This design comes from an exercise in tuning for small area and a short achievable clock period on the open sky130 flow, not from production work. Where RTL was checked, it was by simulation tests only, not by an equivalence proof against the original. The flow treats the clock pin as an ideal source, which a real chip does not have. Power figures rest on the tool's default switching activity, not on a simulated workload.

==> module frame_rx, before the edit <==
module frame_rx (
    input  wire        clk,
    input  wire        rst,           
    input  wire        in_valid,
    input  wire [7:0]  in_byte,
    output reg         pl_valid,      
    output wire [7:0]  pl_byte,
    output reg         fr_valid,      
    output reg  [2:0]  fr_status,
    output wire [7:0]  fr_ver,
    output wire [7:0]  fr_type,
    output wire [7:0]  fr_seq,
    output wire [15:0] fr_len
);
    localparam [7:0]  SYNC = 8'hA5;
    localparam [16:0] WCNT_PRE = 17'h0788F;
    localparam [2:0] ST_OK        = 3'd0;
    localparam [2:0] ST_TOO_SHORT = 3'd1;
    localparam [2:0] ST_TRUNCATED = 3'd2;
    localparam [2:0] ST_OVERFLOW  = 3'd3;
    localparam [2:0] ST_BAD_SYNC  = 3'd4;
    localparam [2:0] ST_BAD_LEN   = 3'd5;
    localparam [2:0] ST_BAD_CRC   = 3'd6;
    function [15:0] crc_step;
        input [15:0] acc_in;
        input [7:0]  b;
        reg   [15:0] acc;
        integer      k;
        begin
            acc = acc_in ^ {b, 8'h00};
            for (k = 0; k < 8; k = k + 1) begin
                if (acc[15])
                    acc = {acc[14:0], 1'b0} ^ 16'h1021;
                else
                    acc = {acc[14:0], 1'b0};
            end
            crc_step = acc;
        end
    endfunction
    reg        first;      
    reg        is_code;    
    reg [7:0]  rem;
    reg        zpend;      
    reg [16:0] wcnt;       
    reg        full;       
    reg        ovf;        
    reg [3:0]  cnt;        
    reg [15:0] pl_left;    
    reg        pl_zero;    
    reg [1:0]  tail;       
    reg        sync_ok;    
    reg [7:0]  d_ver, d_type, d_seq, d_len_lo, d_len_hi;
    reg [7:0]  b1;         
    reg [15:0] crc;        
    reg        crc_ok;     
    wire        in_z_hi, in_z_lo, in_z_31;
    frx_nor4 u_z_hi (.a(in_byte[7:4]), .y(in_z_hi));
    frx_nor4 u_z_lo (.a(in_byte[3:0]), .y(in_z_lo));
    frx_nor3 u_z_31 (.a(in_byte[3:1]), .y(in_z_31));
    wire        in_hz     = in_z_hi && in_z_31;    
    wire        in_nz     = !(in_z_hi && in_z_lo);
    wire [7:0]  in_xnor_crc;                       
    genvar gi;
    generate
        for (gi = 0; gi < 8; gi = gi + 1) begin : g_eq
            frx_xnor2 u_x (.a(in_byte[gi]), .b(crc[8+gi]), .y(in_xnor_crc[gi]));
        end
    endgenerate
    wire        take     = in_valid && (first || !full);
    wire        dec_cond = is_code ? (!first && zpend) : 1'b1;
    wire        dec_wr   = in_valid && dec_cond;
    wire [7:0]  dec_byte = is_code ? 8'h00 : in_byte;
    wire        hdr_done = (cnt >= 4'd6);
    wire        in_pl    = hdr_done && !pl_zero;
    assign pl_byte = b1;
    assign fr_ver  = d_ver;
    assign fr_type = d_type;
    assign fr_seq  = d_seq;
    assign fr_len  = {d_len_hi, d_len_lo};
    reg  [2:0]  verdict;
    always @(*) begin
        if (first)                         verdict = ST_TOO_SHORT;
        else if (ovf)                      verdict = ST_OVERFLOW;
        else if (!is_code)                 verdict = ST_TRUNCATED;
        else if (cnt != 4'd8)              verdict = ST_TOO_SHORT;
        else if (!sync_ok)                 verdict = ST_BAD_SYNC;
        else if (!pl_zero || tail != 2'd2) verdict = ST_BAD_LEN;
        else if (!crc_ok)                  verdict = ST_BAD_CRC;
        else                               verdict = ST_OK;
    end
    always @(posedge clk) begin
        if (rst) begin
            first    <= 1'b1;
            is_code  <= 1'b1;
            pl_valid <= 1'b0;
            fr_valid <= 1'b0;
        end else begin
            pl_valid <= dec_wr && in_nz && !full && in_pl;
            fr_valid <= in_valid && !in_nz;
            if (in_valid) begin
                first   <= !in_nz;
                is_code <= !in_nz || (is_code ? in_hz : (rem == 8'd2));
            end
        end
    end
    always @(posedge clk) begin
        fr_status <= verdict;
        if (in_valid)
            rem <= is_code ? in_byte : rem - 8'd1;
        if (take) begin
            wcnt <= first ? 17'd0 : {wcnt[15:0], ~(wcnt[16] ^ wcnt[13])};
            full <= !first && (wcnt == WCNT_PRE);
        end
        if (in_valid)
            ovf <= !first && (ovf || full);
        if (in_valid && is_code)
            zpend <= (in_byte != 8'hFF);
        if (in_valid && first)
            cnt <= 4'd0;
        else if (dec_wr && cnt != 4'd8)
            cnt <= cnt + 4'd1;
        case (cnt)
            4'd0: sync_ok  <= !is_code && (in_byte == SYNC);
            4'd1: d_ver    <= dec_byte;
            4'd2: d_type   <= dec_byte;
            4'd3: d_seq    <= dec_byte;
            4'd4: d_len_lo <= dec_byte;
            4'd5: d_len_hi <= dec_byte;
            default: ;
        endcase
        if (dec_wr) begin
            b1     <= dec_byte;
            crc_ok <= (is_code ? (crc[15:8] == 8'd0) : (&in_xnor_crc)) &&
                      (crc[7:0] == b1);
            if (cnt < 4'd2)
                crc <= 16'hFFFF;
            else
                crc <= crc_step(crc, b1);
            if (cnt == 4'd5) begin
                pl_left <= {dec_byte, d_len_lo};
                pl_zero <= is_code && (d_len_lo == 8'd0);
                tail    <= 2'd0;
            end else if (in_pl) begin
                pl_left <= pl_left - 16'd1;
                pl_zero <= (pl_left == 16'd1);
            end else if (hdr_done && tail != 2'd3) begin
                tail <= tail + 2'd1;
            end
        end
    end
endmodule
Settings: LEC_CHECK=0, CAP_MARGIN=20, CORE_MARGIN=2, CORE_UTILIZATION=40, PLACE_DENSITY=0.6, SETUP_SLACK_MARGIN=3.2, SLEW_MARGIN=20, SYNTH_HIERARCHICAL=1, SYNTH_MINIMUM_KEEP_SIZE=0; clock period 5.0 ns.
standard.sh (not shown) runs the stock make flow with config.mk's settings and CLKGATE_MAP_FILE= SYNTH_SCRIPT=/design/flow/synth_recipe.tcl, a recipe that flattens the netlist after the stock synthesis.
==> flow/flow/run.sh <==
#!/bin/bash
# Standard layout (the standard.sh, standard synthesis unchanged) with:
#  - the port buffers inserted as the smallest buffer cell;
#  - a one-level clock tree built by flow/manual_cts.tcl before clock tree
#    synthesis (the clock port drives four buffers, each driving a quarter of
#    the registers).
# Every tool's output goes to standard.log.
here=$(pwd)
bash standard.sh "BUFFER_PORTS_ARGS=-buffer_cell sky130_fd_sc_hd__buf_1" \
  "PRE_CTS_TCL=$here/flow/manual_cts.tcl" \
  finish > standard.log 2>&1
==> flow/flow/manual_cts.tcl <==
# Clock tree, sourced before ORFS's clock tree synthesis (PRE_CTS_TCL).
# The clock port drives four clock buffers; each drives the clock pins of a
# quarter of the registers, split by their placed position (two halves by x,
# each split in two by y), and sits at their centroid. Every register's clock
# passes through exactly one buffer, so all arrive together. TritonCTS then
# finds no unbuffered clock net and leaves the tree as it is.
set cts_buf sky130_fd_sc_hd__clkbuf_16
if { [info exists ::env(MANUAL_CTS_BUF)] } { set cts_buf $::env(MANUAL_CTS_BUF) }
set block [ord::get_db_block]
set clknet [[$block findBTerm clk] getNet]
set sinks {}
foreach it [$clknet getITerms] {
  set inst [$it getInst]
  set loc [$inst getLocation]
  lappend sinks [list [lindex $loc 0] [lindex $loc 1] "[$inst getName]/[[$it getMTerm] getName]"]
}
puts "manual_cts: [llength $sinks] clock sinks, buffer $cts_buf"
set xs [lsort -integer -index 0 $sinks]
set half [expr {[llength $xs] / 2}]
set groups {}
foreach g [list [lrange $xs 0 [expr {$half - 1}]] [lrange $xs $half end]] {
  set ys [lsort -integer -index 1 $g]
  set h [expr {[llength $ys] / 2}]
  lappend groups [lrange $ys 0 [expr {$h - 1}]]
  lappend groups [lrange $ys $h end]
}
set dbu [$block getDbUnitsPerMicron]
set k 0
foreach g $groups {
  set sx 0
  set sy 0
  set pins {}
  foreach s $g {
    incr sx [lindex $s 0]
    incr sy [lindex $s 1]
    lappend pins [sta::find_pin [lindex $s 2]]
  }
  set cx [expr {double($sx) / [llength $g] / $dbu}]
  set cy [expr {double($sy) / [llength $g] / $dbu}]
  insert_buffer -buffer_cell $cts_buf -net [$clknet getName] -load_pins $pins \
    -location [list $cx $cy] -buffer_name clkbuf_m$k -net_name clknet_m$k
  puts "manual_cts: clkbuf_m$k drives [llength $g] sinks at ($cx, $cy)"
  incr k
}
foreach n [$block getNets] {
  if { [string match clknet_m* [$n getName]] } { $n setSigType CLOCK }
}
$clknet setSigType CLOCK
detailed_placement
set_propagated_clock [all_clocks]
The baseline ran to the end with no violations.
Rerun with:
--- a/flow/design.v
+++ b/flow/design.v
@@ -116,21 +116,23 @@
         if (in_valid && is_code)
             zpend <= (in_byte != 8'hFF);
         if (in_valid && first)
             cnt <= 4'd0;
         else if (dec_wr && cnt != 4'd8)
             cnt <= cnt + 4'd1;
-        case (cnt)
-            4'd0: sync_ok  <= !is_code && (in_byte == SYNC);
-            4'd1: d_ver    <= dec_byte;
-            4'd2: d_type   <= dec_byte;
-            4'd3: d_seq    <= dec_byte;
-            4'd4: d_len_lo <= dec_byte;
-            4'd5: d_len_hi <= dec_byte;
-            default: ;
-        endcase
+        if (in_valid) begin
+            case (cnt)
+                4'd0: sync_ok  <= !is_code && (in_byte == SYNC);
+                4'd1: d_ver    <= dec_byte;
+                4'd2: d_type   <= dec_byte;
+                4'd3: d_seq    <= dec_byte;
+                4'd4: d_len_lo <= dec_byte;
+                4'd5: d_len_hi <= dec_byte;
+                default: ;
+            endcase
+        end
         if (dec_wr) begin
             b1     <= dec_byte;
             crc_ok <= (is_code ? (crc[15:8] == 8'd0) : (&in_xnor_crc)) &&
                       (crc[7:0] == b1);
             if (cnt < 4'd2)
                 crc <= 16'hFFFF;
Effect: Power fell by about 1%; sequential share of layout area goes down by 0.83 points; critical path depth stays the same; routed wire length fell by about 1.1%; setup slack is worse by 0.061 ns.
The RTL of the second run of this note was laid out without a check of its function.

---

frame_rx again, from the RTL that the note above started with.
Settings: LEC_CHECK=0, CAP_MARGIN=20, CORE_MARGIN=2, CORE_UTILIZATION=40, PLACE_DENSITY=0.6, SETUP_SLACK_MARGIN=3.1, SLEW_MARGIN=20, SYNTH_HIERARCHICAL=1, SYNTH_MINIMUM_KEEP_SIZE=0; clock period 5.0 ns.
Scripts as last shown in full above: flow/flow/run.sh, flow/flow/manual_cts.tcl
The first run went through all stages and came out clean.
Rerun with:
--- a/flow/design.v
+++ b/flow/design.v
@@ -13,8 +13,9 @@
     output wire [15:0] fr_len
 );
     localparam [7:0]  SYNC = 8'hA5;
     localparam [16:0] WCNT_PRE = 17'h0788F;
+    localparam [3:0] CNT_OVF = 4'd15;
     localparam [2:0] ST_OK        = 3'd0;
     localparam [2:0] ST_TOO_SHORT = 3'd1;
     localparam [2:0] ST_TRUNCATED = 3'd2;
     localparam [2:0] ST_OVERFLOW  = 3'd3;
@@ -42,10 +43,9 @@
     reg [7:0]  rem;
     reg        zpend;      
     reg [16:0] wcnt;       
     reg        full;       
-    reg        ovf;        
-    reg [3:0]  cnt;        
+    reg [3:0]  cnt;
     reg [15:0] pl_left;    
     reg        pl_zero;    
     reg [1:0]  tail;       
     reg        sync_ok;    
@@ -65,13 +65,17 @@
         for (gi = 0; gi < 8; gi = gi + 1) begin : g_eq
             frx_xnor2 u_x (.a(in_byte[gi]), .b(crc[8+gi]), .y(in_xnor_crc[gi]));
         end
     endgenerate
+    wire        in_ne_lo, in_ne_hi, in_eq_crc;     
+    frx_nand4 u_ne_lo (.a(in_xnor_crc[3:0]), .y(in_ne_lo));
+    frx_nand4 u_ne_hi (.a(in_xnor_crc[7:4]), .y(in_ne_hi));
+    frx_nor2  u_eq    (.a(in_ne_lo), .b(in_ne_hi), .y(in_eq_crc));
     wire        take     = in_valid && (first || !full);
     wire        dec_cond = is_code ? (!first && zpend) : 1'b1;
     wire        dec_wr   = in_valid && dec_cond;
     wire [7:0]  dec_byte = is_code ? 8'h00 : in_byte;
-    wire        hdr_done = (cnt >= 4'd6);
+    wire        hdr_done = (cnt >= 4'd6);      
     wire        in_pl    = hdr_done && !pl_zero;
     assign pl_byte = b1;
     assign fr_ver  = d_ver;
     assign fr_type = d_type;
@@ -79,9 +83,9 @@
     assign fr_len  = {d_len_hi, d_len_lo};
     reg  [2:0]  verdict;
     always @(*) begin
         if (first)                         verdict = ST_TOO_SHORT;
-        else if (ovf)                      verdict = ST_OVERFLOW;
+        else if (cnt == CNT_OVF)           verdict = ST_OVERFLOW;
         else if (!is_code)                 verdict = ST_TRUNCATED;
         else if (cnt != 4'd8)              verdict = ST_TOO_SHORT;
         else if (!sync_ok)                 verdict = ST_BAD_SYNC;
         else if (!pl_zero || tail != 2'd2) verdict = ST_BAD_LEN;
@@ -110,15 +114,15 @@
         if (take) begin
             wcnt <= first ? 17'd0 : {wcnt[15:0], ~(wcnt[16] ^ wcnt[13])};
             full <= !first && (wcnt == WCNT_PRE);
         end
-        if (in_valid)
-            ovf <= !first && (ovf || full);
         if (in_valid && is_code)
             zpend <= (in_byte != 8'hFF);
         if (in_valid && first)
             cnt <= 4'd0;
-        else if (dec_wr && cnt != 4'd8)
+        else if (in_valid && full)
+            cnt <= CNT_OVF;
+        else if (dec_wr && !cnt[3])
             cnt <= cnt + 4'd1;
         case (cnt)
             4'd0: sync_ok  <= !is_code && (in_byte == SYNC);
             4'd1: d_ver    <= dec_byte;
@@ -129,9 +133,9 @@
             default: ;
         endcase
         if (dec_wr) begin
             b1     <= dec_byte;
-            crc_ok <= (is_code ? (crc[15:8] == 8'd0) : (&in_xnor_crc)) &&
+            crc_ok <= (is_code ? (crc[15:8] == 8'd0) : in_eq_crc) &&
                       (crc[7:0] == b1);
             if (cnt < 4'd2)
                 crc <= 16'hFFFF;
             else
@@ -167,4 +171,17 @@
     output wire y
 );
     assign y = a ~^ b;
 endmodule
+module frx_nand4 (
+    input  wire [3:0] a,
+    output wire       y
+);
+    assign y = ~&a;
+endmodule
+module frx_nor2 (
+    input  wire a,
+    input  wire b,
+    output wire y
+);
+    assign y = ~(a | b);
+endmodule
After rerunning:
- die area falls by 0.41%
- clock skew rises by 0.0079 ns
- worst setup slack improves by 0.025 ns
- combinational power rises by 55%
- power rises by 9.2%
- clock power falls by about 2%
The RTL of the second run of this note was laid out without a check of its function.

---

## the reference run
frame_rx, a different RTL version from the one above (not shown whole).
Size: ~120 flip-flops, roughly 64 I/O pins, ~0.0056 mm2 of cells after synthesis.
==> module frame_rx, before the edit <==
module frame_rx (
    input  wire        clk,
    input  wire        rst,           
    input  wire        in_valid,
    input  wire [7:0]  in_byte,
    output reg         pl_valid,      
    output wire [7:0]  pl_byte,
    output reg         fr_valid,      
    output reg  [2:0]  fr_status,
    output wire [7:0]  fr_ver,
    output wire [7:0]  fr_type,
    output wire [7:0]  fr_seq,
    output wire [15:0] fr_len
);
    localparam [7:0]  SYNC = 8'hA5;
    localparam [16:0] WCNT_PRE = 17'h0788F;
    localparam [3:0] CNT_OVF = 4'd15;
    localparam [2:0] ST_OK        = 3'd0;
    localparam [2:0] ST_TOO_SHORT = 3'd1;
    localparam [2:0] ST_TRUNCATED = 3'd2;
    localparam [2:0] ST_OVERFLOW  = 3'd3;
    localparam [2:0] ST_BAD_SYNC  = 3'd4;
    localparam [2:0] ST_BAD_LEN   = 3'd5;
    localparam [2:0] ST_BAD_CRC   = 3'd6;
    function [15:0] crc_step;
        input [15:0] acc_in;
        input [7:0]  b;
        reg   [15:0] acc;
        integer      k;
        begin
            acc = acc_in ^ {b, 8'h00};
            for (k = 0; k < 8; k = k + 1) begin
                if (acc[15])
                    acc = {acc[14:0], 1'b0} ^ 16'h1021;
                else
                    acc = {acc[14:0], 1'b0};
            end
            crc_step = acc;
        end
    endfunction
    reg [7:0]  rem;
    reg        zpend;      
    reg [16:0] wcnt;       
    reg        full;       
    reg [3:0]  cnt;
    reg [15:0] pl_left;    
    reg        pl_zero;    
    reg [1:0]  tail;       
    reg        sync_ok;    
    reg [7:0]  d_ver, d_type, d_seq, d_len_lo, d_len_hi;
    reg [7:0]  b1;         
    reg [15:0] crc;        
    reg        crc_ok;     
    wire        in_nz    = |in_byte;
    wire        is_code  = (rem[7:1] == 7'd0);
    wire        first    = is_code && !rem[0];
    wire        take     = in_valid && (first || !full);
    wire        dec_cond = is_code ? (!first && zpend) : 1'b1;
    wire        dec_wr   = in_valid && dec_cond;
    wire [7:0]  dec_byte = is_code ? 8'h00 : in_byte;
    wire        hdr_done = (cnt >= 4'd6);      
    wire        in_pl    = hdr_done && !pl_zero;
    assign pl_byte = b1;
    assign fr_ver  = d_ver;
    assign fr_type = d_type;
    assign fr_seq  = d_seq;
    assign fr_len  = {d_len_hi, d_len_lo};
    reg  [2:0]  verdict;
    always @(*) begin
        if (first)                         verdict = ST_TOO_SHORT;
        else if (cnt == CNT_OVF)           verdict = ST_OVERFLOW;
        else if (!is_code)                 verdict = ST_TRUNCATED;
        else if (cnt != 4'd8)              verdict = ST_TOO_SHORT;
        else if (!sync_ok)                 verdict = ST_BAD_SYNC;
        else if (!pl_zero || tail != 2'd2) verdict = ST_BAD_LEN;
        else if (!crc_ok)                  verdict = ST_BAD_CRC;
        else                               verdict = ST_OK;
    end
    always @(posedge clk) begin
        if (rst) begin
            rem      <= 8'd0;
            pl_valid <= 1'b0;
            fr_valid <= 1'b0;
        end else begin
            pl_valid <= dec_wr && in_nz && !full && in_pl;
            fr_valid <= in_valid && !in_nz;
            if (in_valid) begin
                if (is_code)
                    rem <= in_byte;
                else if (in_nz)
                    rem <= rem - 8'd1;
                else
                    rem <= 8'd0;
            end
        end
    end
    always @(posedge clk) begin
        fr_status <= verdict;
        if (take) begin
            wcnt <= first ? 17'd0 : {wcnt[15:0], ~(wcnt[16] ^ wcnt[13])};
            full <= !first && (wcnt == WCNT_PRE);
        end
        if (in_valid && is_code)
            zpend <= (in_byte != 8'hFF);
        if (in_valid && first)
            cnt <= 4'd0;
        else if (in_valid && full)
            cnt <= CNT_OVF;
        else if (dec_wr && !cnt[3])
            cnt <= cnt + 4'd1;
        if (in_valid) begin
            case (cnt)
                4'd0: sync_ok  <= (dec_byte == SYNC);
                4'd1: d_ver    <= dec_byte;
                4'd2: d_type   <= dec_byte;
                4'd3: d_seq    <= dec_byte;
                4'd4: d_len_lo <= dec_byte;
                4'd5: d_len_hi <= dec_byte;
                default: ;
            endcase
        end
        if (dec_wr) begin
            b1     <= dec_byte;
            crc_ok <= (crc == {dec_byte, b1});
            if (cnt < 4'd2)
                crc <= 16'hFFFF;
            else
                crc <= crc_step(crc, b1);
            if (cnt == 4'd5) begin
                pl_left <= {dec_byte, d_len_lo};
                pl_zero <= (dec_byte == 8'd0) && (d_len_lo == 8'd0);
                tail    <= 2'd0;
            end else if (in_pl) begin
                pl_left <= pl_left - 16'd1;
                pl_zero <= (pl_left == 16'd1);
            end else if (hdr_done && tail != 2'd3) begin
                tail <= tail + 2'd1;
            end
        end
    end
endmodule
export LEC_CHECK = 0
export CAP_MARGIN = 20
export CORE_MARGIN = 2
export CORE_UTILIZATION = 40
export PLACE_DENSITY = 0.6
export SETUP_SLACK_MARGIN = 3.0
export SLEW_MARGIN = 20
create_clock -name core_clock -period 5.0 [get_ports {clk}]
==> flow/flow/run.sh <==
#!/bin/bash
# Standard layout (the standard.sh, standard synthesis unchanged), with
# the port buffers inserted as the smallest buffer cell, and clock tree
# synthesis without dummy balancing loads. Every tool's output goes to
# standard.log.
bash standard.sh "BUFFER_PORTS_ARGS=-buffer_cell sky130_fd_sc_hd__buf_1" \
  "CTS_ARGS=-sink_clustering_enable -repair_clock_nets -dont_use_dummy_load -buf_list sky130_fd_sc_hd__clkbuf_4 -sink_clustering_size 30" \
  finish > standard.log 2>&1
The following lists how the trial run was set up differently from the reference run:
diff --git a/flow/design.v b/flow/design.v
--- a/flow/design.v
+++ b/flow/design.v
@@ -12,11 +12,10 @@
     output wire [7:0]  fr_seq,
     output wire [15:0] fr_len
 );
     localparam [7:0]  SYNC = 8'hA5;
     localparam [16:0] WCNT_PRE = 17'h0788F;
-    localparam [3:0] CNT_OVF = 4'd15;
     localparam [2:0] ST_OK        = 3'd0;
     localparam [2:0] ST_TOO_SHORT = 3'd1;
     localparam [2:0] ST_TRUNCATED = 3'd2;
     localparam [2:0] ST_OVERFLOW  = 3'd3;
     localparam [2:0] ST_BAD_SYNC  = 3'd4;
@@ -40,11 +39,12 @@
     endfunction
     reg [7:0]  rem;
     reg        zpend;      
     reg [16:0] wcnt;       
     reg        full;       
-    reg [3:0]  cnt;
+    reg        ovf;        
+    reg [3:0]  cnt;        
     reg [15:0] pl_left;    
     reg        pl_zero;    
     reg [1:0]  tail;       
     reg        sync_ok;    
     reg [7:0]  d_ver, d_type, d_seq, d_len_lo, d_len_hi;
@@ -56,21 +56,21 @@
     wire        first    = is_code && !rem[0];
     wire        take     = in_valid && (first || !full);
     wire        dec_cond = is_code ? (!first && zpend) : 1'b1;
     wire        dec_wr   = in_valid && dec_cond;
     wire [7:0]  dec_byte = is_code ? 8'h00 : in_byte;
-    wire        hdr_done = (cnt >= 4'd6);      
+    wire        hdr_done = (cnt >= 4'd6);
     wire        in_pl    = hdr_done && !pl_zero;
     assign pl_byte = b1;
     assign fr_ver  = d_ver;
     assign fr_type = d_type;
     assign fr_seq  = d_seq;
     assign fr_len  = {d_len_hi, d_len_lo};
     reg  [2:0]  verdict;
     always @(*) begin
         if (first)                         verdict = ST_TOO_SHORT;
-        else if (cnt == CNT_OVF)           verdict = ST_OVERFLOW;
+        else if (ovf)                      verdict = ST_OVERFLOW;
         else if (!is_code)                 verdict = ST_TRUNCATED;
         else if (cnt != 4'd8)              verdict = ST_TOO_SHORT;
         else if (!sync_ok)                 verdict = ST_BAD_SYNC;
         else if (!pl_zero || tail != 2'd2) verdict = ST_BAD_LEN;
         else if (!crc_ok)                  verdict = ST_BAD_CRC;
@@ -98,17 +98,17 @@
         fr_status <= verdict;
         if (take) begin
             wcnt <= first ? 17'd0 : {wcnt[15:0], ~(wcnt[16] ^ wcnt[13])};
             full <= !first && (wcnt == WCNT_PRE);
         end
+        if (in_valid)
+            ovf <= !first && (ovf || full);
         if (in_valid && is_code)
             zpend <= (in_byte != 8'hFF);
         if (in_valid && first)
             cnt <= 4'd0;
-        else if (in_valid && full)
-            cnt <= CNT_OVF;
-        else if (dec_wr && !cnt[3])
+        else if (dec_wr && cnt != 4'd8)
             cnt <= cnt + 4'd1;
         if (in_valid) begin
             case (cnt)
                 4'd0: sync_ok  <= (dec_byte == SYNC);
                 4'd1: d_ver    <= dec_byte;
### Flow results
- Taking the trial run over the reference run, the total power ratio works out to 0.885.
- The trial run ran to completion and came out clean on the timing, design-rule and antenna checks.
- From the reference run to the trial run the numbers moved as follows: number of flip-flops and latches climbed about 0.8%; estimated wirelength of the detail-placed design went up by about 5.6%; worst hold slack decreased 0.038 ns; basic-gate share of the synthesized area counting and, or, nand and nor cells fell 0.32 points.
- | number of global-route vias before repair | lower: the trial run |
The RTL of the reference run was laid out without a check of its function.

==> what the ideal ports hide <==
The flow's constraints put no driver on any port. The routed layouts listed below were extracted and timed again, unchanged, in two steps. Step 1 sets driving cells, clkbuf_16 on the clock port and buf_2 on the other inputs (assumed; they add their load-dependent delay and slew). Step 2 adds t to the input delays and takes it off the output delays; t is the mean of the earliest and latest rising clock arrival at the registers after step 1. Input paths then give back, and output paths get back, about the clock's delay inside the block. Slacks: ideal / step 1 / step 2; pairs: ideal / step 1.
run | t (ns) | slack for setup (ns) | worst register clock-pin slew, ns | cell pins on the clock port's net
the first run of note 1 | 0.252 | 3.141 / 3.130 / 2.910 | 0.12 / 0.12 | 4
the second run of note 1 | 0.257 | 3.079 / 3.105 / 2.848 | 0.12 / 0.12 | 4
the first run of note 2 | 0.253 | 3.109 / 3.089 / 2.905 | 0.11 / 0.11 | 4
the second run of note 2 | 0.251 | 3.134 / 3.096 / 2.942 | 0.12 / 0.12 | 4
the reference run | 0.540 | 2.875 / 2.839 / 2.484 | 0.11 / 0.11 | 1
the trial run | 0.546 | 2.860 / 2.823 / 2.445 | 0.10 / 0.10 | 1
After both steps setup and hold are still met in every run listed. The setup slack of the trial run, which loses most, moves by -0.037 ns with the drivers and by -0.415 ns with both steps.
